This is an optimization exercise on Yosys and OpenROAD, whose aim is small area, not a production implementation.
RTL that was checked went through simulation tests only; none was proved equivalent to the original.
No activity file was given, so power comes from the tool's default toggle rates. No driver is modelled on the clock port, so clocking that relies on it looks cheaper here than on a real chip.

==> build 55 <==
// av2_rx_engine
module av2_rx_engine (
    input  wire       clk,
    input  wire       rst,           
    input  wire       rx_valid,      
    input  wire [7:0] rx_data,
    input  wire       rx_err,        
    input  wire [7:0] rd_addr,
    output reg  [7:0] rd_data,
    output reg        ev_commit,     
    output wire [2:0] ev_sub,
    output reg        ev_ready,      
    output reg        ev_error,      
    output wire [3:0] ev_err_code
);
    integer i;
    reg [5:0] cnt;
    reg       hbad;         
    reg [2:0] sub;          
    reg       lenok;        
    wire st_ovr = cnt[5] & cnt[0];
    wire st_err = cnt[5] & cnt[1];
    wire st_hold = st_ovr | st_err;
    wire is_eol  = (rx_data == 8'hFF);
    wire dbyte   = rx_valid & ~rx_err & ~is_eol;
    wire eol     = rx_valid & ~rx_err & is_eol;
    wire ws = (rx_data >= 8'h09 && rx_data <= 8'h0D) || rx_data == 8'h20;
    wire hdr_match = (cnt[2:0] == 3'd0 && rx_data == 8'h23) ||
                     (cnt[2:0] == 3'd1 && rx_data == 8'h41) ||
                     (cnt[2:0] == 3'd2 && rx_data == 8'h56) ||
                     (cnt[2:0] == 3'd3 && rx_data == 8'h32) ||
                     (cnt[2:0] == 3'd4 && rx_data == 8'h20);
    reg [2:0] code_sub;
    always @* begin
        case (rx_data)
            8'h69: code_sub = 3'd0;
            8'h6A: code_sub = 3'd1;
            8'h6B: code_sub = 3'd2;
            8'h6C: code_sub = 3'd3;
            8'h6D: code_sub = 3'd4;
            8'h6E: code_sub = 3'd5;
            default: code_sub = 3'd7;
        endcase
    end
    reg past_thr;
    always @* begin
        case (sub)
            3'd0: past_thr = (cnt >= 6'd10);
            3'd1: past_thr = (cnt >= 6'd18);
            3'd2: past_thr = (cnt >= 6'd27);
            3'd3: past_thr = (cnt >= 6'd7);
            3'd4: past_thr = (cnt >= 6'd8);
  ...
export LEC_CHECK = 0
export CAP_MARGIN = 20
export CORE_MARGIN = 2
export CORE_UTILIZATION = 65
export GPL_TIMING_DRIVEN = 0
export PLACE_DENSITY = 0.75
export SLEW_MARGIN = 20
export SYNTH_HIERARCHICAL = 1
create_clock -name core_clock -period 10.0 [get_ports {clk}]
standard.sh (not shown) runs the stock make flow with config.mk's settings and CLKGATE_MAP_FILE= SYNTH_SCRIPT=/design/flow/synth_recipe.tcl, a recipe that flattens the netlist after the stock synthesis.
==> flow/flow/run.sh <==
#!/bin/bash
# Layout flow: the standard flow (standard.sh, unchanged synthesis) with
# these layout choices changed:
#  - port buffers use the smallest buffer cell (sky130_fd_sc_hd__buf_1);
#  - clock tree synthesis inserts no dummy loads;
#  - the buffers abc inserted are removed at floorplan (placement is not
#    timing driven, so repair_design alone buffers the netlist).
# All of make's output goes to flow_make.log in the work folder; ORFS keeps
# each tool's own log under orfs/logs/.
set -euo pipefail
export BUFFER_PORTS_ARGS="-buffer_cell sky130_fd_sc_hd__buf_1"
export REMOVE_ABC_BUFFERS=1
export CTS_ARGS="-sink_clustering_enable -repair_clock_nets -sink_clustering_size 32 -sink_clustering_max_diameter 120 -dont_use_dummy_load"
bash standard.sh finish > flow_make.log 2>&1
==> trial 52: changes against build 55 <==
==> flow/flow/run.sh (replaced) <==
#!/bin/bash
# Layout flow: the standard flow (standard.sh, unchanged synthesis) with
# these layout choices changed:
#  - port buffers use the smallest buffer cell (sky130_fd_sc_hd__buf_1);
#  - clock tree synthesis inserts no dummy loads and clusters up to 17 sinks under sky130_fd_sc_hd__clkbuf_8 buffers;
#  - after floorplan, combinational cells are set to their smallest drive
#    (flow/downsize.tcl); placement's repairs size up what needs it.
# All of make's output goes to flow_make.log in the work folder; ORFS keeps
# each tool's own log under orfs/logs/.
set -euo pipefail
export BUFFER_PORTS_ARGS="-buffer_cell sky130_fd_sc_hd__buf_1"
export POST_FLOORPLAN_TCL="$PWD/flow/downsize.tcl"
export CTS_ARGS="-sink_clustering_enable -repair_clock_nets -sink_clustering_size 17 -sink_clustering_max_diameter 80 -dont_use_dummy_load -buf_list sky130_fd_sc_hd__clkbuf_8 -root_buf sky130_fd_sc_hd__clkbuf_8 -sink_clustering_buffer sky130_fd_sc_hd__clkbuf_8"
bash standard.sh finish > flow_make.log 2>&1
==> flow/flow/downsize.tcl (new file) <==
# Sourced after floorplan (POST_FLOORPLAN_TCL): set every combinational cell
# to the smallest drive strength of its function. Placement's repair_design
# and the later timing repairs size up whatever then needs it.
set n 0
foreach inst [[ord::get_db_block] getInsts] {
  set master [[$inst getMaster] getName]
  if {![regexp {^(sky130_fd_sc_hd__[a-z0-9]+)_([0-9]+)$} $master -> base drive]} { continue }
  if {[regexp {df|dl|clk|buf|conb|tap|fill|decap|diode|probe} $base]} { continue }
  set best ""
  set best_area 1e9
  foreach d {0 1 2} {
    set cand [get_lib_cells -quiet ${base}_$d]
    if {$cand eq ""} { continue }
    set m [[ord::get_db] findMaster ${base}_$d]
    if {$m eq "NULL" || $m eq ""} { continue }
    set a [expr {[$m getWidth] * [$m getHeight]}]
    if {$a < $best_area} { set best_area $a; set best ${base}_$d }
  }
  set cur [[ord::get_db] findMaster $master]
  if {$best ne "" && $best ne $master && $best_area < [$cur getWidth] * [$cur getHeight]} {
    replace_cell [$inst getName] $best
    incr n
  }
}
puts "downsize.tcl: resized $n instances"
GPL_TIMING_DRIVEN = not set   (was 0)
==> trial 89: changes against build 55 <==
--- a/flow/design.v
+++ b/flow/design.v
@@ -20,19 +20,24 @@
     wire st_ovr = cnt[5] & cnt[0];
     wire st_err = cnt[5] & cnt[1];
     wire st_hold = st_ovr | st_err;
     wire is_eol  = (rx_data == 8'hFF);
     wire dbyte   = rx_valid & ~rx_err & ~is_eol;
     wire eol     = rx_valid & ~rx_err & is_eol;
     wire ws = (rx_data >= 8'h09 && rx_data <= 8'h0D) || rx_data == 8'h20;
-    wire hdr_match = (cnt[2:0] == 3'd0 && rx_data == 8'h23) ||
-                     (cnt[2:0] == 3'd1 && rx_data == 8'h41) ||
-                     (cnt[2:0] == 3'd2 && rx_data == 8'h56) ||
-                     (cnt[2:0] == 3'd3 && rx_data == 8'h32) ||
-                     (cnt[2:0] == 3'd4 && rx_data == 8'h20);
+    reg [7:0] hdr_exp;
+    always @* begin
+        case (cnt[2:0])
+            3'd0: hdr_exp = 8'h23;
+            3'd1: hdr_exp = 8'h41;
+            3'd2: hdr_exp = 8'h56;
+            3'd3: hdr_exp = 8'h32;
+            default: hdr_exp = 8'h20;
+        endcase
+    end
     reg [2:0] code_sub;
     always @* begin
         case (rx_data)
             8'h69: code_sub = 3'd0;
             8'h6A: code_sub = 3'd1;
             8'h6B: code_sub = 3'd2;
             8'h6C: code_sub = 3'd3;
@@ -76,16 +81,18 @@
         end else if (rx_valid) begin
             if (is_eol)
                 cnt <= 6'd0;
             else if (!st_hold)
                 cnt <= cnt + 6'd1;
         end
         if (dbyte) begin
-            if (cnt[5:3] == 3'd0 && (cnt[2:0] <= 3'd4))
-                hbad <= (hbad & (cnt[2:0] != 3'd0)) | ~hdr_match;
+            if (cnt == 6'd0)
+                hbad <= (rx_data != hdr_exp);
+            else if (cnt < 6'd5)
+                hbad <= hbad | (rx_data != hdr_exp);
             if (cnt == 6'd5) begin
                 sub   <= code_sub;
                 lenok <= (rx_data == 8'h6E);
             end else if (!ws && past_thr) begin
                 lenok <= 1'b1;
             end
         end
==> flow/run.sh (new file) <==
#!/bin/bash
# synth_recipe.tcl (not shown) runs the flow's synth.tcl, then flattens the netlist and writes it again
# the make line also repeats each setting of config.mk as NAME=value (left out here)
make -C /OpenROAD-flow-scripts/flow DESIGN_CONFIG=/design/flow/config.mk WORK_HOME=/design/flow/orfs CLKGATE_MAP_FILE= SYNTH_SCRIPT=/design/flow/synth_recipe.tcl finish
CTS_CLUSTER_DIAMETER = 120   (was not set)
CTS_CLUSTER_SIZE = 24   (was not set)
removed: flow/flow/run.sh
removed: flow/standard.sh
==> notes.md <==
Wire length: trial 52 is larger than build 55 (8.0%). Critical path depth is the same in build 55 and trial 52. Clock skew, lowest first: build 55, trial 89, trial 52. Sequential power is about the same in trial 89 and trial 52.
Function not checked in trial 89: the RTL went through the layout flow alone.

---

==> v1 <==
==> flow/design.v <==
module av2_rx_engine (
    input  wire       clk,
    input  wire       rst,           
    input  wire       rx_valid,      
    input  wire [7:0] rx_data,
    input  wire       rx_err,        
    input  wire [7:0] rd_addr,
    output reg  [7:0] rd_data,
    output reg        ev_commit,     
    output wire [2:0] ev_sub,
    output reg        ev_ready,      
    output reg        ev_error,      
    output wire [3:0] ev_err_code
);
    integer i;
    reg [5:0] cnt;
    reg       hbad;         
    reg [2:0] sub;          
    reg       lenok;        
    wire st_ovr = cnt[5] & cnt[0];
    wire st_err = cnt[5] & cnt[1];
    wire st_hold = st_ovr | st_err;
    wire is_eol  = (rx_data == 8'hFF);
    wire dbyte   = rx_valid & ~rx_err & ~is_eol;
    wire eol     = rx_valid & ~rx_err & is_eol;
    wire ws = (rx_data >= 8'h09 && rx_data <= 8'h0D) || rx_data == 8'h20;
    reg [7:0] hdr_exp;
    always @* begin
        case (cnt[2:0])
            3'd0: hdr_exp = 8'h23;
            3'd1: hdr_exp = 8'h41;
            3'd2: hdr_exp = 8'h56;
            3'd3: hdr_exp = 8'h32;
            default: hdr_exp = 8'h20;
        endcase
    end
    reg [2:0] code_sub;
    always @* begin
        case (rx_data)
            8'h69: code_sub = 3'd0;
            8'h6A: code_sub = 3'd1;
            8'h6B: code_sub = 3'd2;
            8'h6C: code_sub = 3'd3;
            8'h6D: code_sub = 3'd4;
            8'h6E: code_sub = 3'd5;
            default: code_sub = 3'd7;
        endcase
    end
    reg past_thr;
    always @* begin
        case (sub)
            3'd0: past_thr = (cnt >= 6'd10);
            3'd1: past_thr = (cnt >= 6'd18);
            3'd2: past_thr = (cnt >= 6'd27);
            3'd3: past_thr = (cnt >= 6'd7);
            3'd4: past_thr = (cnt >= 6'd8);
            default: past_thr = (cnt >= 6'd5);
        endcase
    end
    wire c_sys = (sub == 3'd0);
    wire c_inp = (sub == 3'd1);
    wire c_spk = (sub == 3'd2);
    wire c_grp = c_sys | (sub == 3'd3) | (sub == 3'd4);    
    wire hdr_ok = (cnt >= 6'd5) & ~hbad & ~st_hold;
    wire known  = (cnt >= 6'd6) & ~st_hold & (sub[2:1] != 2'b11);
    wire commit = eol & hdr_ok & known & lenok;
    wire err1   = eol & ~st_hold & ~hdr_ok;
    wire err6   = eol & hdr_ok & known & ~lenok;
    wire err7   = eol & st_ovr;
    reg [5:0] progress;
    reg       ready;
    reg [2:0] ev_x;
    assign ev_sub      = ev_x;
    assign ev_err_code = {1'b0, ev_x};
    wire [5:0] prog_new = progress | (6'd1 << sub);
    always @(posedge clk) begin
        if (rst) begin
            cnt <= 6'd0;
        end else if (rx_err) begin
            cnt <= 6'd34;
        end else if (rx_valid) begin
            if (is_eol)
                cnt <= 6'd0;
            else if (!st_hold)
                cnt <= cnt + 6'd1;
        end
        if (dbyte) begin
            if (cnt == 6'd0)
                hbad <= (rx_data != hdr_exp);
            else if (cnt < 6'd5)
                hbad <= hbad | (rx_data != hdr_exp);
            if (cnt == 6'd5) begin
                sub   <= code_sub;
                lenok <= (rx_data == 8'h6E);
            end else if (!ws && past_thr) begin
                lenok <= 1'b1;
            end
        end
        ev_commit <= ~rst & commit;
        ev_error  <= ~rst & (rx_err | err1 | err6 | err7);
        ev_ready  <= ~rst & commit & ~ready & (&prog_new[4:0]);
        if (rx_err)     ev_x <= 3'd3;
        else if (err7)  ev_x <= 3'd7;
        else if (err1)  ev_x <= 3'd1;
        else if (err6)  ev_x <= 3'd6;
        else            ev_x <= sub;
        if (rst) begin
            progress <= 6'd0;
            ready    <= 1'b0;
        end else if (commit) begin
            progress <= prog_new;
            if (&prog_new[4:0]) ready <= 1'b1;
        end
    end
    reg [2:0] stg_s [0:3];
    reg [1:0] stg_c;
    reg [7:0] stg_d [0:7];
    reg [5:0] stg_l [0:7];
    wire [2:0] w_size;
    wire       w_nz;
    wire [5:0] w_l;
    av2_rx_wdec u_wdec (.b(rx_data), .lab_mode(c_inp), .size(w_size), .nz(w_nz), .l6(w_l));
    wire [3:0]  en_s;
    wire [1:0]  en_c;
    wire [7:0]  en_d, en_l;
    av2_rx_slot_en u_slot_en (.cnt(cnt), .wr(rx_valid), .c_grp(c_grp), .c_inp(c_inp),
        .en_s(en_s), .en_c(en_c), .en_d(en_d), .en_l(en_l));
    always @(posedge clk) begin
        for (i = 0; i < 4; i = i + 1)
            if (en_s[i]) stg_s[i] <= w_size;
        for (i = 0; i < 2; i = i + 1)
            if (en_c[i]) stg_c[i] <= w_nz;
        for (i = 0; i < 8; i = i + 1) begin
            if (en_d[i]) stg_d[i] <= rx_data;
            if (en_l[i]) stg_l[i] <= w_l;
        end
    end
    reg [7:0] sys_flags, sys_mode, sys_vol;
    reg [5:0] sys_decode;                       
    reg [4:0] inp_label [0:9];                  
    reg       inp_panorama;
    reg [7:0] inp_width, inp_depth;
    reg [2:0] spk_size [0:3];
    reg [1:0] spk_cfg;
    reg [7:0] spk_dist [0:7];
    reg [5:0] spk_level [0:7];                  
    reg [7:0] sw_major, sw_minor;
    reg [7:0] fw_major, fw_minor, fw_patch;
    function [4:0] lab5(input [7:0] b);
        lab5 = (b <= 8'd20) ? b[4:0] : 5'h1F;
    endfunction
    wire [7:0] s_mode_b = stg_d[1];
    wire [3:0] s_input  = (s_mode_b[3:0] >= 4'd1 && s_mode_b[3:0] <= 4'd11) ? s_mode_b[3:0] : 4'd0;
    wire [7:0] s_dec_b  = stg_d[3];
    wire [5:0] s_dec    = (s_dec_b <= 8'd23 || (s_dec_b >= 8'd48 && s_dec_b <= 8'd55)) ?
                          s_dec_b[5:0] : 6'h3F;
    wire cm_sys = commit & (sub == 3'd0);
    wire cm_inp = commit & (sub == 3'd1);
    wire cm_spk = commit & (sub == 3'd2);
    wire cm_swv = commit & (sub == 3'd3);
    wire cm_fwv = commit & (sub == 3'd4);
    always @(posedge clk) begin
        if (cm_sys) begin
            sys_flags  <= stg_d[0];
            sys_mode   <= {s_mode_b[7:4], s_input};
            sys_vol    <= stg_d[2];
            sys_decode <= s_dec;
        end
        if (cm_inp) begin
            for (i = 0; i < 8; i = i + 1)
                inp_label[i] <= stg_l[i][4:0];
            inp_label[8]  <= lab5(stg_d[2]);
            inp_label[9]  <= lab5(stg_d[3]);
            inp_panorama  <= (stg_d[4] != 8'd0);
            inp_width     <= stg_d[5];
            inp_depth     <= stg_d[6];
        end
        if (cm_spk) begin
            for (i = 0; i < 4; i = i + 1)
                spk_size[i] <= stg_s[i];
            spk_cfg <= stg_c;
            for (i = 0; i < 8; i = i + 1) begin
                spk_dist[i]  <= stg_d[i];
                spk_level[i] <= stg_l[i];
            end
        end
        if (cm_swv) begin
            sw_major <= stg_d[0];
            sw_minor <= stg_d[1];
        end
        if (cm_fwv) begin
            fw_major <= stg_d[0];
            fw_minor <= stg_d[1];
            fw_patch <= stg_d[2];
        end
    end
    wire        s_prog, s_dec_rst;
    wire [3:0]  s_sys;
    wire [12:0] s_inp;
    wire [4:0]  s_spk;
    wire [7:0]  s_dist, s_lvl;
    wire [1:0]  s_sw;
    wire [2:0]  s_fw;
    av2_rx_rd_dec u_rd_dec (
        .rd_addr(rd_addr), .progress(progress),
        .s_prog(s_prog), .s_dec_rst(s_dec_rst), .s_sys(s_sys), .s_inp(s_inp),
        .s_spk(s_spk), .s_dist(s_dist), .s_lvl(s_lvl), .s_sw(s_sw), .s_fw(s_fw));
    wire [7:0] rd_w;
    av2_rx_rd_mux u_rd_mux (
        .s_prog(s_prog), .s_dec_rst(s_dec_rst), .s_sys(s_sys), .s_inp(s_inp),
        .s_spk(s_spk), .s_dist(s_dist), .s_lvl(s_lvl), .s_sw(s_sw), .s_fw(s_fw),
        .ready(ready), .progress(progress),
        .sys_flags(sys_flags), .sys_mode(sys_mode), .sys_vol(sys_vol), .sys_decode(sys_decode),
        .inp_label({inp_label[9], inp_label[8], inp_label[7], inp_label[6], inp_label[5],
                    inp_label[4], inp_label[3], inp_label[2], inp_label[1], inp_label[0]}),
        .inp_panorama(inp_panorama), .inp_width(inp_width), .inp_depth(inp_depth),
        .spk_size({spk_size[3], spk_size[2], spk_size[1], spk_size[0]}), .spk_cfg(spk_cfg),
        .spk_dist({spk_dist[7], spk_dist[6], spk_dist[5], spk_dist[4],
                   spk_dist[3], spk_dist[2], spk_dist[1], spk_dist[0]}),
        .spk_level({spk_level[7], spk_level[6], spk_level[5], spk_level[4],
                    spk_level[3], spk_level[2], spk_level[1], spk_level[0]}),
        .sw_major(sw_major), .sw_minor(sw_minor),
        .fw_major(fw_major), .fw_minor(fw_minor), .fw_patch(fw_patch),
        .rd_data(rd_w));
    always @* rd_data = rd_w;
endmodule
module av2_rx_rd_dec (
    input  wire [7:0]  rd_addr,
    input  wire [5:0]  progress,
    output wire        s_prog,       
    output wire        s_dec_rst,    
    output wire [3:0]  s_sys,        
    output wire [12:0] s_inp,        
    output wire [4:0]  s_spk,        
    output wire [7:0]  s_dist,       
    output wire [7:0]  s_lvl,        
    output wire [1:0]  s_sw,         
    output wire [2:0]  s_fw          
);
    wire [15:0] h = 16'd1 << rd_addr[7:4];
    wire [15:0] l = 16'd1 << rd_addr[3:0];
    assign s_prog    = h[0] & l[0];
    assign s_dec_rst = h[1] & l[3] & ~progress[0];
    assign s_sys     = {4{h[1] & progress[0]}} & l[3:0];
    assign s_inp     = {13{h[2] & progress[1]}} & l[12:0];
    assign s_spk     = {5{h[3] & progress[2]}} & l[4:0];
    assign s_dist    = {8{h[3] & progress[2]}} & l[15:8];
    assign s_lvl     = {8{h[4] & progress[2]}} & l[7:0];
    assign s_sw      = {2{h[5] & progress[3]}} & l[1:0];
    assign s_fw      = {3{h[5] & progress[4]}} & l[10:8];
endmodule
module av2_rx_rd_mux (
    input  wire        s_prog, s_dec_rst,
    input  wire [3:0]  s_sys,
    input  wire [12:0] s_inp,
    input  wire [4:0]  s_spk,
    input  wire [7:0]  s_dist, s_lvl,
    input  wire [1:0]  s_sw,
    input  wire [2:0]  s_fw,
    input  wire        ready,
    input  wire [5:0]  progress,
    input  wire [7:0]  sys_flags, sys_mode, sys_vol,
    input  wire [5:0]  sys_decode,
    input  wire [49:0] inp_label,
    input  wire        inp_panorama,
    input  wire [7:0]  inp_width, inp_depth,
    input  wire [11:0] spk_size,
    input  wire [1:0]  spk_cfg,
    input  wire [63:0] spk_dist,
    input  wire [47:0] spk_level,
    input  wire [7:0]  sw_major, sw_minor, fw_major, fw_minor, fw_patch,
    output reg  [7:0]  rd_data
);
    integer i;
    reg [4:0] lab;
    reg [5:0] lv;
    reg [7:0] r;
    always @* begin
        lab = 5'd0;
        for (i = 0; i < 10; i = i + 1) lab = lab | ({5{s_inp[i]}} & inp_label[5*i +: 5]);
        lv = 6'd0;
        for (i = 0; i < 8; i = i + 1) lv = lv | ({6{s_lvl[i]}} & spk_level[6*i +: 6]);
        r = {{3{&lab}}, lab} | {{2{lv[5]}}, lv};
        r = r | ({8{s_prog}} & {ready, 1'b0, progress});
        r = r | ({8{s_sys[0]}} & sys_flags) | ({8{s_sys[1]}} & sys_mode) |
                ({8{s_sys[2]}} & sys_vol);
        r = r | ({8{s_sys[3]}} & {{2{&sys_decode}}, sys_decode}) | {8{s_dec_rst}};
        r = r | ({8{s_inp[10]}} & {7'd0, inp_panorama}) | ({8{s_inp[11]}} & inp_width) |
                ({8{s_inp[12]}} & inp_depth);
        for (i = 0; i < 4; i = i + 1) r = r | ({8{s_spk[i]}} & {5'd0, spk_size[3*i +: 3]});
        r = r | ({8{s_spk[4]}} & {6'd0, spk_cfg});
        for (i = 0; i < 8; i = i + 1) r = r | ({8{s_dist[i]}} & spk_dist[8*i +: 8]);
        r = r | ({8{s_sw[0]}} & sw_major) | ({8{s_sw[1]}} & sw_minor);
        r = r | ({8{s_fw[0]}} & fw_major) | ({8{s_fw[1]}} & fw_minor) |
                ({8{s_fw[2]}} & fw_patch);
        rd_data = r;
    end
endmodule
module av2_rx_wdec (
    input  wire [7:0] b,
    input  wire       lab_mode,    
    output wire [2:0] size,        
    output wire       nz,          
    output wire [5:0] l6           
);
    wire [4:0] label = (b <= 8'd20) ? b[4:0] : 5'h1F;
    wire [7:0] lraw  = (b > 8'd60) ? 8'd60 : b;
    wire [7:0] lvl   = lraw - 8'd30;
    assign size = (b >= 8'd1 && b <= 8'd4) ? b[2:0] : 3'd0;
    assign nz   = (b != 8'd0);
    assign l6   = lab_mode ? {1'b0, label} : lvl[5:0];
endmodule
module av2_rx_slot_en (
    input  wire [5:0] cnt,
    input  wire       wr,
    input  wire       c_grp,
    input  wire       c_inp,
    output reg  [3:0] en_s,
    output reg  [1:0] en_c,
    output reg  [7:0] en_d,
    output reg  [7:0] en_l
);
    integer i;
    always @* begin
        for (i = 0; i < 4; i = i + 1) en_s[i] = wr & (cnt == 6 + i);
        en_c[0] = wr & (cnt == 6'd10);
        en_c[1] = wr & (cnt == 6'd11);
        en_d[0] = wr & ((cnt == 6'd6)  | ((cnt == 6'd12) & ~c_grp));
        en_d[1] = wr & ((cnt == 6'd7)  | ((cnt == 6'd13) & ~c_grp));
        en_d[2] = wr & ((cnt == 6'd8)  | ((cnt == 6'd14) & ~c_grp));
        en_d[3] = wr & ((cnt == 6'd10) | ((cnt == 6'd15) & ~c_grp));
        for (i = 4; i < 8; i = i + 1) en_d[i] = wr & (cnt == 12 + i);
        for (i = 0; i < 8; i = i + 1) en_l[i] = wr & ((cnt == 6 + i) | ((cnt == 20 + i) & ~c_inp));
    end
endmodule
==> flow/run.sh <==
#!/bin/bash
# synth_recipe.tcl (not shown) runs the flow's synth.tcl, then flattens the netlist and writes it again
# the make line also repeats each setting of config.mk as NAME=value (left out here)
make -C /OpenROAD-flow-scripts/flow DESIGN_CONFIG=/design/flow/config.mk WORK_HOME=/design/flow/orfs CLKGATE_MAP_FILE= SYNTH_SCRIPT=/design/flow/synth_recipe.tcl finish
==> flow/config.mk <==
export PLATFORM = sky130hd
export DESIGN_NAME = av2_rx_engine
export DESIGN_NICKNAME = av2_rx_engine
export VERILOG_FILES = /design/flow/design.v
export SDC_FILE = /design/flow/constraint.sdc
export NUM_CORES = 4
export LEC_CHECK = 0
export CAP_MARGIN = 20
export CORE_MARGIN = 2
export CORE_UTILIZATION = 75
export CTS_CLUSTER_DIAMETER = 100
export CTS_CLUSTER_SIZE = 30
export PLACE_DENSITY = 0.85
export SLEW_MARGIN = 20
export SYNTH_HIERARCHICAL = 1
==> flow/constraint.sdc <==
create_clock -name core_clock -period 10.0 [get_ports {clk}]
set_input_delay 2.0000 -clock core_clock [delete_from_list [all_inputs] [get_ports {clk}]]
set_output_delay 2.0000 -clock core_clock [all_outputs]
set_load 0.01 [all_outputs]
==> inputs of v34, as changes to v1 <==
==> flow/design.v, changed modules only <==
module av2_rx_engine (
    input  wire       clk,
    input  wire       rst,           
    input  wire       rx_valid,      
    input  wire [7:0] rx_data,
    input  wire       rx_err,        
    input  wire [7:0] rd_addr,
    output reg  [7:0] rd_data,
    output reg        ev_commit,     
    output wire [2:0] ev_sub,
    output reg        ev_ready,      
    output reg        ev_error,      
    output wire [3:0] ev_err_code
);
    integer i;
    reg [5:0] cnt;
    reg       hbad;         
    reg [2:0] sub;          
    reg       lenok;        
    wire st_ovr = cnt[5] & cnt[0];
    wire st_err = cnt[5] & cnt[1];
    wire st_hold = st_ovr | st_err;
    wire is_eol  = (rx_data == 8'hFF);
    wire dbyte   = rx_valid & ~rx_err & ~is_eol;
    wire eol     = rx_valid & ~rx_err & is_eol;
    wire ws = (rx_data >= 8'h09 && rx_data <= 8'h0D) || rx_data == 8'h20;
    reg [7:0] hdr_exp;
    always @* begin
        case (cnt[2:0])
            3'd0: hdr_exp = 8'h23;
            3'd1: hdr_exp = 8'h41;
            3'd2: hdr_exp = 8'h56;
            3'd3: hdr_exp = 8'h32;
            default: hdr_exp = 8'h20;
        endcase
    end
    reg [2:0] code_sub;
    always @* begin
        case (rx_data)
            8'h69: code_sub = 3'd0;
            8'h6A: code_sub = 3'd1;
            8'h6B: code_sub = 3'd2;
            8'h6C: code_sub = 3'd3;
            8'h6D: code_sub = 3'd4;
            8'h6E: code_sub = 3'd5;
            default: code_sub = 3'd7;
        endcase
    end
    reg [5:0] thr;
    always @* begin
        case (sub)
            3'd0: thr = 6'd10;
            3'd1: thr = 6'd18;
            3'd2: thr = 6'd27;
            3'd3: thr = 6'd7;
            3'd4: thr = 6'd8;
            default: thr = 6'd5;
        endcase
    end
    wire c_sys = (sub == 3'd0);
    wire c_inp = (sub == 3'd1);
    wire c_spk = (sub == 3'd2);
    wire c_grp = c_sys | (sub == 3'd3) | (sub == 3'd4);    
    wire hdr_ok = (cnt >= 6'd5) & ~hbad & ~st_hold;
    wire known  = (cnt >= 6'd6) & ~st_hold & (sub[2:1] != 2'b11);
    wire commit = eol & hdr_ok & known & lenok;
    wire err1   = eol & ~st_hold & ~hdr_ok;
    wire err6   = eol & hdr_ok & known & ~lenok;
    wire err7   = eol & st_ovr;
    reg [5:0] progress;
    reg       ready;
    reg [2:0] ev_x;
    assign ev_sub      = ev_x;
    assign ev_err_code = {1'b0, ev_x};
    wire [5:0] prog_new = progress | (6'd1 << sub);
    always @(posedge clk) begin
        if (rst) begin
            cnt <= 6'd0;
        end else if (rx_err) begin
            cnt <= 6'd34;
        end else if (rx_valid) begin
            if (is_eol)
                cnt <= 6'd0;
            else if (!st_hold)
                cnt <= cnt + 6'd1;
        end
        if (dbyte) begin
            if (cnt == 6'd0)
                hbad <= (rx_data != hdr_exp);
            else if (cnt < 6'd5)
                hbad <= hbad | (rx_data != hdr_exp);
            if (cnt == 6'd5) begin
                sub   <= code_sub;
                lenok <= (rx_data == 8'h6E);
            end else if (!ws && cnt >= thr) begin
                lenok <= 1'b1;
            end
        end
        ev_commit <= ~rst & commit;
        ev_error  <= ~rst & (rx_err | err1 | err6 | err7);
        ev_ready  <= ~rst & commit & ~ready & (&prog_new[4:0]);
        if (rx_err)     ev_x <= 3'd3;
        else if (err7)  ev_x <= 3'd7;
        else if (err1)  ev_x <= 3'd1;
        else if (err6)  ev_x <= 3'd6;
        else            ev_x <= sub;
        if (rst) begin
            progress <= 6'd0;
            ready    <= 1'b0;
        end else if (commit) begin
            progress <= prog_new;
            if (&prog_new[4:0]) ready <= 1'b1;
        end
    end
    reg [2:0] stg_s [0:3];
    reg [1:0] stg_c;
    reg [7:0] stg_d [0:7];
    reg [5:0] stg_l [0:7];
    wire [2:0] w_size  = (rx_data >= 8'd1 && rx_data <= 8'd4) ? rx_data[2:0] : 3'd0;
    wire       w_nz    = (rx_data != 8'd0);
    wire [4:0] w_label = (rx_data <= 8'd20) ? rx_data[4:0] : 5'h1F;
    wire [7:0] w_lraw  = (rx_data > 8'd60) ? 8'd60 : rx_data;
    wire [7:0] w_lvl8  = w_lraw - 8'd30;
    wire [5:0] w_l     = c_inp ? {1'b0, w_label} : w_lvl8[5:0];
    always @(posedge clk) begin
        if (rx_valid) begin
            for (i = 0; i < 4; i = i + 1)
                if (cnt == 6 + i) stg_s[i] <= w_size;
            if (cnt == 6'd10) stg_c[0] <= w_nz;
            if (cnt == 6'd11) stg_c[1] <= w_nz;
            if (cnt == 6'd6  || (cnt == 6'd12 && !c_grp)) stg_d[0] <= rx_data;
            if (cnt == 6'd7  || (cnt == 6'd13 && !c_grp)) stg_d[1] <= rx_data;
            if (cnt == 6'd8  || (cnt == 6'd14 && !c_grp)) stg_d[2] <= rx_data;
            if (cnt == 6'd10 || (cnt == 6'd15 && !c_grp)) stg_d[3] <= rx_data;
            for (i = 4; i < 8; i = i + 1)
                if (cnt == 12 + i) stg_d[i] <= rx_data;
            for (i = 0; i < 8; i = i + 1)
                if (cnt == 6 + i || (cnt == 20 + i && !c_inp)) stg_l[i] <= w_l;
        end
    end
    reg [7:0] sys_flags, sys_mode, sys_vol;
    reg [5:0] sys_decode;                       
    reg [4:0] inp_label [0:9];                  
    reg       inp_panorama;
    reg [7:0] inp_width, inp_depth;
    reg [2:0] spk_size [0:3];
    reg [1:0] spk_cfg;
    reg [7:0] spk_dist [0:7];
    reg [5:0] spk_level [0:7];                  
    reg [7:0] sw_major, sw_minor;
    reg [7:0] fw_major, fw_minor, fw_patch;
    function [4:0] lab5(input [7:0] b);
        lab5 = (b <= 8'd20) ? b[4:0] : 5'h1F;
    endfunction
    wire [7:0] s_mode_b = stg_d[1];
    wire [3:0] s_input  = (s_mode_b[3:0] >= 4'd1 && s_mode_b[3:0] <= 4'd11) ? s_mode_b[3:0] : 4'd0;
    wire [7:0] s_dec_b  = stg_d[3];
    wire [5:0] s_dec    = (s_dec_b <= 8'd23 || (s_dec_b >= 8'd48 && s_dec_b <= 8'd55)) ?
                          s_dec_b[5:0] : 6'h3F;
    wire cm_sys = commit & (sub == 3'd0);
    wire cm_inp = commit & (sub == 3'd1);
    wire cm_spk = commit & (sub == 3'd2);
    wire cm_swv = commit & (sub == 3'd3);
    wire cm_fwv = commit & (sub == 3'd4);
    always @(posedge clk) begin
        if (cm_sys) begin
            sys_flags  <= stg_d[0];
            sys_mode   <= {s_mode_b[7:4], s_input};
            sys_vol    <= stg_d[2];
            sys_decode <= s_dec;
        end
        if (cm_inp) begin
            for (i = 0; i < 8; i = i + 1)
                inp_label[i] <= stg_l[i][4:0];
            inp_label[8]  <= lab5(stg_d[2]);
            inp_label[9]  <= lab5(stg_d[3]);
            inp_panorama  <= (stg_d[4] != 8'd0);
            inp_width     <= stg_d[5];
            inp_depth     <= stg_d[6];
        end
        if (cm_spk) begin
            for (i = 0; i < 4; i = i + 1)
                spk_size[i] <= stg_s[i];
            spk_cfg <= stg_c;
            for (i = 0; i < 8; i = i + 1) begin
                spk_dist[i]  <= stg_d[i];
                spk_level[i] <= stg_l[i];
            end
        end
        if (cm_swv) begin
            sw_major <= stg_d[0];
            sw_minor <= stg_d[1];
        end
        if (cm_fwv) begin
            fw_major <= stg_d[0];
            fw_minor <= stg_d[1];
            fw_patch <= stg_d[2];
        end
    end
    wire        s_prog, s_dec_rst;
    wire [3:0]  s_sys;
    wire [12:0] s_inp;
    wire [4:0]  s_spk;
    wire [7:0]  s_dist, s_lvl;
    wire [1:0]  s_sw;
    wire [2:0]  s_fw;
    av2_rx_rd_dec u_rd_dec (
        .rd_addr(rd_addr), .progress(progress),
        .s_prog(s_prog), .s_dec_rst(s_dec_rst), .s_sys(s_sys), .s_inp(s_inp),
        .s_spk(s_spk), .s_dist(s_dist), .s_lvl(s_lvl), .s_sw(s_sw), .s_fw(s_fw));
    wire [7:0] rd_w;
    av2_rx_rd_mux u_rd_mux (
        .s_prog(s_prog), .s_dec_rst(s_dec_rst), .s_sys(s_sys), .s_inp(s_inp),
        .s_spk(s_spk), .s_dist(s_dist), .s_lvl(s_lvl), .s_sw(s_sw), .s_fw(s_fw),
        .ready(ready), .progress(progress),
        .sys_flags(sys_flags), .sys_mode(sys_mode), .sys_vol(sys_vol), .sys_decode(sys_decode),
        .inp_label({inp_label[9], inp_label[8], inp_label[7], inp_label[6], inp_label[5],
                    inp_label[4], inp_label[3], inp_label[2], inp_label[1], inp_label[0]}),
        .inp_panorama(inp_panorama), .inp_width(inp_width), .inp_depth(inp_depth),
        .spk_size({spk_size[3], spk_size[2], spk_size[1], spk_size[0]}), .spk_cfg(spk_cfg),
        .spk_dist({spk_dist[7], spk_dist[6], spk_dist[5], spk_dist[4],
                   spk_dist[3], spk_dist[2], spk_dist[1], spk_dist[0]}),
        .spk_level({spk_level[7], spk_level[6], spk_level[5], spk_level[4],
                    spk_level[3], spk_level[2], spk_level[1], spk_level[0]}),
        .sw_major(sw_major), .sw_minor(sw_minor),
        .fw_major(fw_major), .fw_minor(fw_minor), .fw_patch(fw_patch),
        .rd_data(rd_w));
    always @* rd_data = rd_w;
endmodule
// module av2_rx_wdec removed
// module av2_rx_slot_en removed
--- a/flow/config.mk
+++ b/flow/config.mk
@@ -7,9 +7,9 @@
 export LEC_CHECK = 0
 export CAP_MARGIN = 20
 export CORE_MARGIN = 2
-export CORE_UTILIZATION = 75
-export CTS_CLUSTER_DIAMETER = 100
-export CTS_CLUSTER_SIZE = 30
-export PLACE_DENSITY = 0.85
+export CORE_UTILIZATION = 40
+export CTS_BUF_LIST = sky130_fd_sc_hd__clkbuf_8
+export CTS_CLUSTER_SIZE = 20
+export PLACE_DENSITY = 0.6
 export SLEW_MARGIN = 20
 export SYNTH_HIERARCHICAL = 1
==> inputs of v33, as changes to v1 <==
--- a/flow/config.mk
+++ b/flow/config.mk
@@ -7,9 +7,9 @@
 export LEC_CHECK = 0
 export CAP_MARGIN = 20
 export CORE_MARGIN = 2
-export CORE_UTILIZATION = 75
-export CTS_CLUSTER_DIAMETER = 100
-export CTS_CLUSTER_SIZE = 30
-export PLACE_DENSITY = 0.85
+export CORE_UTILIZATION = 65
+export CTS_CLUSTER_DIAMETER = 120
+export CTS_CLUSTER_SIZE = 24
+export PLACE_DENSITY = 0.75
 export SLEW_MARGIN = 20
 export SYNTH_HIERARCHICAL = 1
==> qor summary <==
| metric | v1 | v34 | v33 |
|---|---|---|---|
| Result of the run | no timing/DRC/antenna violations | no timing/DRC/antenna violations | no timing/DRC/antenna violations |
| Setup skew after layout | 0.02590 ns | 0.03271 ns | 0.03145 ns |
| Endpoint with the worst hold slack | spk_dist[7][2] | spk_cfg[0] | spk_level[5][5] |
| Synthesized-area fraction occupied by ao, oa, aoi and oai cells | 10.81% | 10.65% | 10.81% |
| Layout cells sized above 1 | 11.91% | 16.80% | 12.02% |
| Maximum operating frequency | 123.5 MHz | 123.6 MHz | 124.6 MHz |
| Worst r2r dst | spk_size[3][2] | spk_level[0][3] | spk_dist[3][1] |
| Overall power consumption | 2.754 mW | 3.322 mW | 2.853 mW |
| Sequential area share after synthesis | 75.40% | 75.56% | 75.40% |
| Area delta synth->final | 7.478% | 14.79% | 8.374% |
| Source of the worst register-to-register timing path | cnt[0] | cnt[0] | cnt[1] |
| # diodes | 1 | 0 | 0 |
| Part of the total power dissipated in combinational logic | 2.6% | 2.3% | 2.5% |
| Initial DRC Count | 1706 | 1291 | 1684 |
| Number of global-route vias before repair | 9657 | 9861 | 9337 |
| Synth cell types | 85 | 76 | 85 |
| Global routing met1 resource utilization | 56.57% | 31.13% | 47.67% |
| Final core utilization | 82.55% | 46.59% | 71.97% |
| Routed wire length on met2 | 20.13 mm | 22.02 mm | 19.95 mm |
| Yosys Warn Count | 16 | 15 | 16 |
| Endpoint arrival time on the critical path | 6.09 ns | 6.09 ns | 6.03 ns |
| Final routed wire length divided by cell count | 34.57 um | 28.75 um | 31.73 um |
| Transition time at the pin with the least slew margin | 1.357 ns | 1.265 ns | 1.307 ns |
| Antenna violations before repair | 2 | 0 | 0 |
| Worst relative slew slack | 9.172% | 15.24% | 12.38% |
| Beginning of the worst hold path | stg_d[7][2] | stg_c[0] | stg_l[5][5] |
| Multi-input logic portion of the cell area | 21.44% | 20.16% | 21.26% |
No functional check of the RTL was part of any run of this note.

-- re-timing with driven ports --
Ports are ideal in the flow. The routed layouts listed here were re-timed in OpenROAD.
Step 1: set_driving_cell puts a clkbuf_16 on clk and a buf_2 on each other input, an assumption about the parent block.
Step 2, shift: input delay + t, output delay - t, t = (earliest + latest rising clock arrival at the registers) / 2. This alone moves slack from input paths to output paths.
Slacks: ideal ports / drivers / drivers and shift; pairs: ideal ports / drivers.
run	t, ns	setup WS [ns]	worst setup path after step 2	pins driven straight from the clock port
build 55	0.548	2.955 / 2.902 / 2.902	input to output	1
trial 52	0.630	3.230 / 3.206 / 3.206	input to output	1
trial 89	0.572	2.120 / 2.080 / 2.080	input to output	1
v1	0.572	1.905 / 1.874 / 1.874	input to output	1
v34	0.653	1.909 / 1.875 / 1.875	input to output	1
v33	0.578	1.972 / 1.947 / 1.947	input to output	1
After both steps every run listed still meets setup and hold. The setup slack of build 55, which loses most, moves by -0.053 ns with the drivers and by -0.053 ns with both steps.
